This is an optimization exercise on Yosys and OpenROAD, whose aim is small area, not a production implementation. Only simulation tests tie the RTL to the original design; equivalence was not proved. Power is estimated from default activity; no workload was simulated.

Design wr2_mfd, start of the top module:
module wr2_mfd #(
    parameter [63:0] P_SHORT_DELAY_US   = 64'd250,
    parameter [63:0] P_LONG_DELAY_US    = 64'd500,
    parameter [7:0]  P_HEADER_THRESHOLD = 8'd8,
    parameter [7:0]  P_SHORT_SIG        = 8'h45,
    parameter [7:0]  P_LONG_SIG         = 8'hA1,
    parameter [7:0]  P_CHK_MASK_SEED    = 8'h64,
    parameter [7:0]  P_CHK_ACC_SEED     = 8'h5E,
    parameter [7:0]  P_CHK_TAP          = 8'h18,
    parameter [7:0]  P_HUM_MAX          = 8'd100,
    parameter [7:0]  P_CRC_SEED         = 8'hC0,
    parameter [7:0]  P_CRC_POLY_REFL    = 8'h8C
) (
    input  wire        clk,
    input  wire        rst,
    input  wire        rx,
    input  wire [63:0] now_us,
    input  wire        bus_req,
    input  wire        bus_we,
    input  wire [5:0]  bus_addr,
    input  wire [2:0]  bus_size,
    input  wire [31:0] bus_wdata,
    output reg  [31:0] bus_rdata,
    output wire        bus_err,
    output wire        done
);
    localparam [2:0] ST_IDLE = 3'd0, ST_SEARCH = 3'd1, ST_RECV = 3'd2,
                     ST_DECODE = 3'd3, ST_DONE = 3'd4;
    localparam [1:0] PH_LEVEL = 2'd0, PH_SHORT = 2'd1, PH_LONG = 2'd2;
    localparam [2:0] RK_NONE = 3'd0, RK_THERMO = 3'd1, RK_WEATHER = 3'd2,
                     RK_TIMEOUT = 3'd4, RK_MISUSE = 3'd5;
    localparam [3:0] OP_NOP = 4'h0, OP_START = 4'h1, OP_DECODE = 4'h2,
                     OP_SNAP = 4'h3, OP_REINIT = 4'h4;
    localparam [7:0] MASK_PRE = 8'h7F;
    reg [31:0] deadline_reg;
    reg        cfg_valid, acc_short, acc_long, pol;
    reg [31:0] dl_ms;
    reg [2:0]  state;
    reg [2:0]  res_kind;
    reg [1:0]  misuse_cause;
    reg        cmd_rej;
    reg [63:0] t_call;          
    reg        dl_past;         
    reg [31:0] cnt_h, cnt_s, cnt_l;
    reg [31:0] snap_h, snap_s, snap_l;
  ...
export LEC_CHECK = 0
export CAP_MARGIN = 20
export CORE_MARGIN = 2
export CORE_UTILIZATION = 40
export CTS_BUF_LIST = sky130_fd_sc_hd__clkbuf_8
export CTS_CLUSTER_DIAMETER = 50
export CTS_CLUSTER_SIZE = 14
export PLACE_DENSITY = 0.6
export SLEW_MARGIN = 20
create_clock -name core_clock -period 20.0 [get_ports {clk}]
standard.sh (not shown) runs the stock make flow with config.mk's settings and CLKGATE_MAP_FILE= SYNTH_SCRIPT=/design/flow/synth_recipe.tcl, a recipe that flattens the netlist after the stock synthesis.
==> flow/flow/run.sh <==
#!/bin/bash
set -uo pipefail
export BUFFER_PORTS_ARGS="-buffer_cell sky130_fd_sc_hd__buf_1"
bash standard.sh finish > standard_flow.log 2>&1
Edit:
==> flow/flow/run.sh (replaced) <==
#!/bin/bash
set -uo pipefail
here=$(pwd)
mkdir -p "$here/scripts_abc"
for f in "$FLOW_HOME"/scripts/*; do ln -sf "$f" "$here/scripts_abc/"; done
rm -f "$here/scripts_abc/abc_speed.script"
cp "$here/flow/abc_map.script" "$here/scripts_abc/abc_speed.script"
export BUFFER_PORTS_ARGS="-buffer_cell sky130_fd_sc_hd__buf_1"
export CTS_ARGS="-sink_clustering_enable -repair_clock_nets -buf_list sky130_fd_sc_hd__clkbuf_4 -sink_clustering_size 8 -sink_clustering_max_diameter 50 -dont_use_dummy_load"
bash standard.sh SCRIPTS_DIR="$here/scripts_abc" finish > standard_flow.log 2>&1
==> flow/flow/abc_map.script (new file) <==
&get -n
&st
&syn2
&dch
&nf
&st
&syn2
&dch
&nf
&st
&syn2
&dch
&nf
&st
&syn2
&dch
&nf
&st
&syn2
&dch
&nf
&st
&dch
&nf
&put
CORE_UTILIZATION = 60   (was 40)
CTS_BUF_LIST = sky130_fd_sc_hd__clkbuf_4   (was sky130_fd_sc_hd__clkbuf_8)
CTS_CLUSTER_SIZE = 8   (was 14)
PLACE_DENSITY = 0.75   (was 0.6)
After rerunning: Die area came out lower by 35%; design area came out lower by 5.8%; worst setup slack loses 0.11 ns; first-iteration DRC count came out higher by 19%; critical path depth came out lower by 2; routed wire length came out lower by 4.1%; count of clock-buffer cells in the layout came out higher by 10; via count came out higher by 3.4%; final cell count came out lower by 9.2%; worst hold slack loses 0.026 ns; area after synthesis came out lower by 2.9%.
Edit:
==> flow/flow/run.sh (replaced) <==
#!/bin/bash
set -uo pipefail
export BUFFER_PORTS_ARGS="-buffer_cell sky130_fd_sc_hd__buf_1"
export CTS_ARGS="-sink_clustering_enable -repair_clock_nets -buf_list sky130_fd_sc_hd__clkbuf_4 -sink_clustering_size 8 -sink_clustering_max_diameter 50 -dont_use_dummy_load"
bash standard.sh finish > standard_flow.log 2>&1
CORE_UTILIZATION = 40   (was 60)
PLACE_DENSITY = 0.6   (was 0.75)
removed: flow/flow/abc_map.script
After rerunning: The new run passed the timing, DRC and antenna checks; via count fell by a few percent; non-clock buffer count rose by 2; design area rose by a few percent; register-to-register slack gains 0.18 ns; maximum frequency increases slightly; setup slack improved by 0.18 ns; routed wire length went up by a few percent.
Edit:
==> flow/flow/run.sh (replaced) <==
#!/bin/bash
set -uo pipefail
export BUFFER_PORTS_ARGS="-buffer_cell sky130_fd_sc_hd__buf_1"
bash standard.sh finish > standard_flow.log 2>&1
The changed run passed the timing, DRC and antenna checks.
Via count is about the same.
Routed wire length climbs by 0.49%.
Final area climbs by 1.8%.
Sequential power hardly moves.
Non-clock buffer count is unchanged.
First-iteration DRC count climbs by 13%.
Power grows by 11%.
Core utilization rose by 0.81 points.
Worst setup slack degrades by 0.024 ns.
Edit:
==> flow/flow/run.sh (replaced) <==
#!/bin/bash
set -uo pipefail
here=$(pwd)
mkdir -p "$here/scripts_abc"
for f in "$FLOW_HOME"/scripts/*; do ln -sf "$f" "$here/scripts_abc/"; done
rm -f "$here/scripts_abc/abc_speed.script"
cp "$here/flow/abc_map.script" "$here/scripts_abc/abc_speed.script"
export BUFFER_PORTS_ARGS="-buffer_cell sky130_fd_sc_hd__buf_1"
export CTS_ARGS="-sink_clustering_enable -repair_clock_nets -buf_list sky130_fd_sc_hd__clkbuf_4 -sink_clustering_size 8 -sink_clustering_max_diameter 50 -dont_use_dummy_load"
bash standard.sh SCRIPTS_DIR="$here/scripts_abc" finish > standard_flow.log 2>&1
==> flow/flow/abc_map.script (new file) <==
&get -n
&st
&dch
&nf
&st
&syn2
&dch
&nf
&st
&dch
&nf
&put
buffer -c
topo
stime -c
upsize -c
dnsize -c
CORE_UTILIZATION = 60   (was 40)
PLACE_DENSITY = 0.75   (was 0.6)
=> The new run finished with timing, DRC and antenna clean. Core utilization went up by 20 points. Clock-buffer cell count drops by 45. Clock power came out lower by 27%. Combinational power increases by 36%.
Edit:
==> flow/flow/abc_map.script (replaced) <==
&get -n
&st
&syn2
&dch
&nf
&st
&syn2
&dch
&nf
&st
&syn2
&dch
&nf
&st
&dch
&nf
&put
After rerunning: The new run passed the timing, DRC and antenna checks. Non-clock buffer count came out lower by 6. Total power came out lower by 5.5%. Via count came out lower by 3.5%. Register-to-register slack got worse by 0.23 ns.

---

Setup of run 1:
Another version of the RTL of wr2_mfd (not shown whole).
Size in the first run: ~540 flip-flops, roughly 140 I/O pins, ~0.028 mm² of cells after synthesis.
==> flow/design.v (excerpt) <==
module wr2_mfd #(
    parameter [63:0] P_SHORT_DELAY_US   = 64'd250,
    parameter [63:0] P_LONG_DELAY_US    = 64'd500,
    parameter [7:0]  P_HEADER_THRESHOLD = 8'd8,
    parameter [7:0]  P_SHORT_SIG        = 8'h45,
    parameter [7:0]  P_LONG_SIG         = 8'hA1,
    parameter [7:0]  P_CHK_MASK_SEED    = 8'h64,
    parameter [7:0]  P_CHK_ACC_SEED     = 8'h5E,
    parameter [7:0]  P_CHK_TAP          = 8'h18,
    parameter [7:0]  P_HUM_MAX          = 8'd100,
    parameter [7:0]  P_CRC_SEED         = 8'hC0,
    parameter [7:0]  P_CRC_POLY_REFL    = 8'h8C
) (
    input  wire        clk,
    input  wire        rst,
    input  wire        rx,
    input  wire [63:0] now_us,
    input  wire        bus_req,
    input  wire        bus_we,
    input  wire [5:0]  bus_addr,
    input  wire [2:0]  bus_size,
    input  wire [31:0] bus_wdata,
    output reg  [31:0] bus_rdata,
    output wire        bus_err,
    output wire        done
);
make LEC_CHECK=0 CAP_MARGIN=20 CORE_MARGIN=2 CORE_UTILIZATION=40 CTS_BUF_LIST=sky130_fd_sc_hd__clkbuf_2 PLACE_DENSITY=0.6 SLEW_MARGIN=20 finish   # period 20.0 ns
run.sh (not shown) runs the stock make flow with config.mk's settings and CLKGATE_MAP_FILE= SYNTH_SCRIPT=/design/flow/synth_recipe.tcl, a recipe that flattens the netlist after the stock synthesis.
Stock flow here: none of the scripts above is used.
Run 1 finished every stage and its layout cleared the timing, DRC and antenna checks.
## Diff of input files: run 2 against run 1
- CTS_BUF_LIST: sky130_fd_sc_hd__clkbuf_2 -> sky130_fd_sc_hd__clkbuf_8
Findings:
Wire length reported by the detailed router went down slightly going from run 1 to run 2.
Side by side, met1 global-route usage turned out higher in run 2 than in run 1.
Run 2 against run 1: initial antenna violation count fell by 1; share of total power in sequential cells fell by 5.0 points; smallest hold slack stayed essentially flat; maximum level of the CTS H-tree fell by 1.
Run 2 vs. run 1: global router's overall resource usage went down 0.24 points; global placer's final weighted congestion shows no meaningful change.
Power: run 2 draws more than run 1
### run 2 -> run 3
- changing CTS_BUF_LIST from sky130_fd_sc_hd__clkbuf_8 to sky130_fd_sc_hd__clkbuf_4
### Flow results
~same simple logic cell fraction of the synthesized area in run 2 and run 3. Synthesized netlist cell count: run 2 vs run 3 identical. From run 2 to run 3 the numbers moved as follows: total chip power up 0.76%, minimum setup slack after placement did not really move. Compared with run 2, run 3 instantiates a larger number of cells. Tightest slew margin relative to the limit delta (run 3 − run 2): unfavourable. From run 3 to run 2, share of flip-flops with an asynchronous set or reset after synthesis did not move at all. Taking run 2 as the reference, in run 3 clock network power share went up by 0.5 points, finished layout cell area went up by about 0.3%. Global routing usage on met1: run 3 vs run 2 down 0.74 points.

---

wr2_mfd with an RTL version that a note above also has.
For scale: roughly 520 flip-flops, roughly 140 I/O pins, ~27000 µm² of cells after synthesis.
export LEC_CHECK = 0
export CAP_MARGIN = 5
export CORE_MARGIN = 2
export CORE_UTILIZATION = 60
export CTS_BUF_LIST = sky130_fd_sc_hd__clkbuf_4
export CTS_CLUSTER_DIAMETER = 50
export CTS_CLUSTER_SIZE = 8
export PLACE_DENSITY = 0.75
export SLEW_MARGIN = 5
create_clock -name core_clock -period 20.0 [get_ports {clk}]
standard.sh (not shown) runs the stock make flow with config.mk's settings and CLKGATE_MAP_FILE= SYNTH_SCRIPT=/design/flow/synth_recipe.tcl, a recipe that flattens the netlist after the stock synthesis.
==> flow/flow/run.sh <==
#!/bin/bash
set -uo pipefail
export BUFFER_PORTS_ARGS="-buffer_cell sky130_fd_sc_hd__buf_1"
export CTS_ARGS="-sink_clustering_enable -repair_clock_nets -buf_list sky130_fd_sc_hd__clkbuf_4 -sink_clustering_size 8 -sink_clustering_max_diameter 50 -dont_use_dummy_load"
bash standard.sh finish > standard_flow.log 2>&1
Next try:
==> flow/flow/run.sh (replaced) <==
#!/bin/bash
set -uo pipefail
here=$(pwd)
mkdir -p "$here/scripts_abc"
for f in "$FLOW_HOME"/scripts/*; do ln -sf "$f" "$here/scripts_abc/"; done
rm -f "$here/scripts_abc/abc_speed.script"
cp "$here/flow/abc_map.script" "$here/scripts_abc/abc_speed.script"
export BUFFER_PORTS_ARGS="-buffer_cell sky130_fd_sc_hd__buf_1"
export CTS_ARGS="-sink_clustering_enable -repair_clock_nets -buf_list sky130_fd_sc_hd__clkbuf_4 -sink_clustering_size 7 -sink_clustering_max_diameter 45 -dont_use_dummy_load"
bash standard.sh SCRIPTS_DIR="$here/scripts_abc" finish > standard_flow.log 2>&1
==> flow/flow/abc_map.script (new file) <==
&get -n
&st
&syn2
&dch
&nf
&st
&syn2
&dch
&nf
&st
&syn2
&dch
&nf
&st
&syn2
&dch
&nf
&st
&syn2
&dch
&nf
&st
&dch
&nf
&put
- CAP_MARGIN: 5 -> 20
- CTS_CLUSTER_DIAMETER: 50 -> 45
- CTS_CLUSTER_SIZE: 8 -> 7
- SLEW_MARGIN: 5 -> 20
What happened: Non-clock buffer count drops by 1. Setup slack is worse by 0.077 ns. Clock skew goes up by 0.026 ns. Synthesized area shrinks by a few percent. Die area drops by a few percent. Wire length came out higher by a few percent.
Next try:
==> flow/flow/run.sh (replaced) <==
#!/bin/bash
set -uo pipefail
export BUFFER_PORTS_ARGS="-buffer_cell sky130_fd_sc_hd__buf_1"
export CTS_ARGS="-sink_clustering_enable -repair_clock_nets -buf_list sky130_fd_sc_hd__clkbuf_4 -sink_clustering_size 8 -sink_clustering_max_diameter 50 -dont_use_dummy_load"
bash standard.sh finish > standard_flow.log 2>&1
- CTS_CLUSTER_DIAMETER: 45 -> 50
- CTS_CLUSTER_SIZE: 7 -> 8
removed: flow/flow/abc_map.script
Outcome:
- The new run completed with no timing, DRC or antenna violations
- sequential power is about the same
- clock-buffer cell count came out lower by 13
- global-route usage decreases by 2.7 points
- final area is higher by 1.4%
- register-to-register slack gains 0.07 ns
- critical path depth rose by 1
- first-iteration DRC count fell by 2.5%
- final cell count shrinks by 1.3%
- sequential share of layout area drops by 0.68 points
- maximum frequency came out higher by 0.39%

[static timing again, ports no longer ideal]
The results above use ideal ports. As a check the final layouts listed here were re-extracted and re-timed, cells and wires unchanged. Step 1, drivers: a clkbuf_16 drives clk and a buf_2 each remaining input, both assumed. Step 2 moves the port delays by t, midway between the first and last clock arrival at a register: inputs arrive t later, outputs are due t later. That takes back most of the time a late clock gives input paths. a / b / c = ideal ports / drivers / drivers and shift; a / b = the first two.
| run | t (ns) | setup WS [ns] | worst setup path at the end | pins driven straight from the clock port |
|---|---|---|---|---|
| the first run of note 1 | 0.734 | 1.855 / 1.855 / 1.855 | register to register | 1 |
| the second run of note 1 | 0.850 | 1.745 / 1.745 / 1.745 | register to register | 1 |
| the third run of note 1 | 0.853 | 1.921 / 1.921 / 1.921 | register to register | 1 |
| the fourth run of note 1 | 0.887 | 1.897 / 1.897 / 1.897 | register to register | 1 |
| the fifth run of note 1 | 0.898 | 2.037 / 2.037 / 2.037 | register to register | 1 |
| the sixth run of note 1 | 0.852 | 1.810 / 1.810 / 1.810 | register to register | 1 |
| run 1 | 1.388 | 1.115 / 1.057 / 1.368 | register to register | 1 |
| run 2 | 0.772 | 1.399 / 1.399 / 1.399 | register to register | 1 |
| run 3 | 1.056 | 1.403 / 1.386 / 1.403 | register to register | 1 |
| the first run of note 3 | 0.873 | 1.958 / 1.958 / 1.958 | register to register | 1 |
| the second run of note 3 | 0.884 | 1.881 / 1.877 / 1.881 | register to register | 1 |
| the third run of note 3 | 0.871 | 1.952 / 1.952 / 1.952 | register to register | 1 |
After both steps every run listed still meets setup and hold.
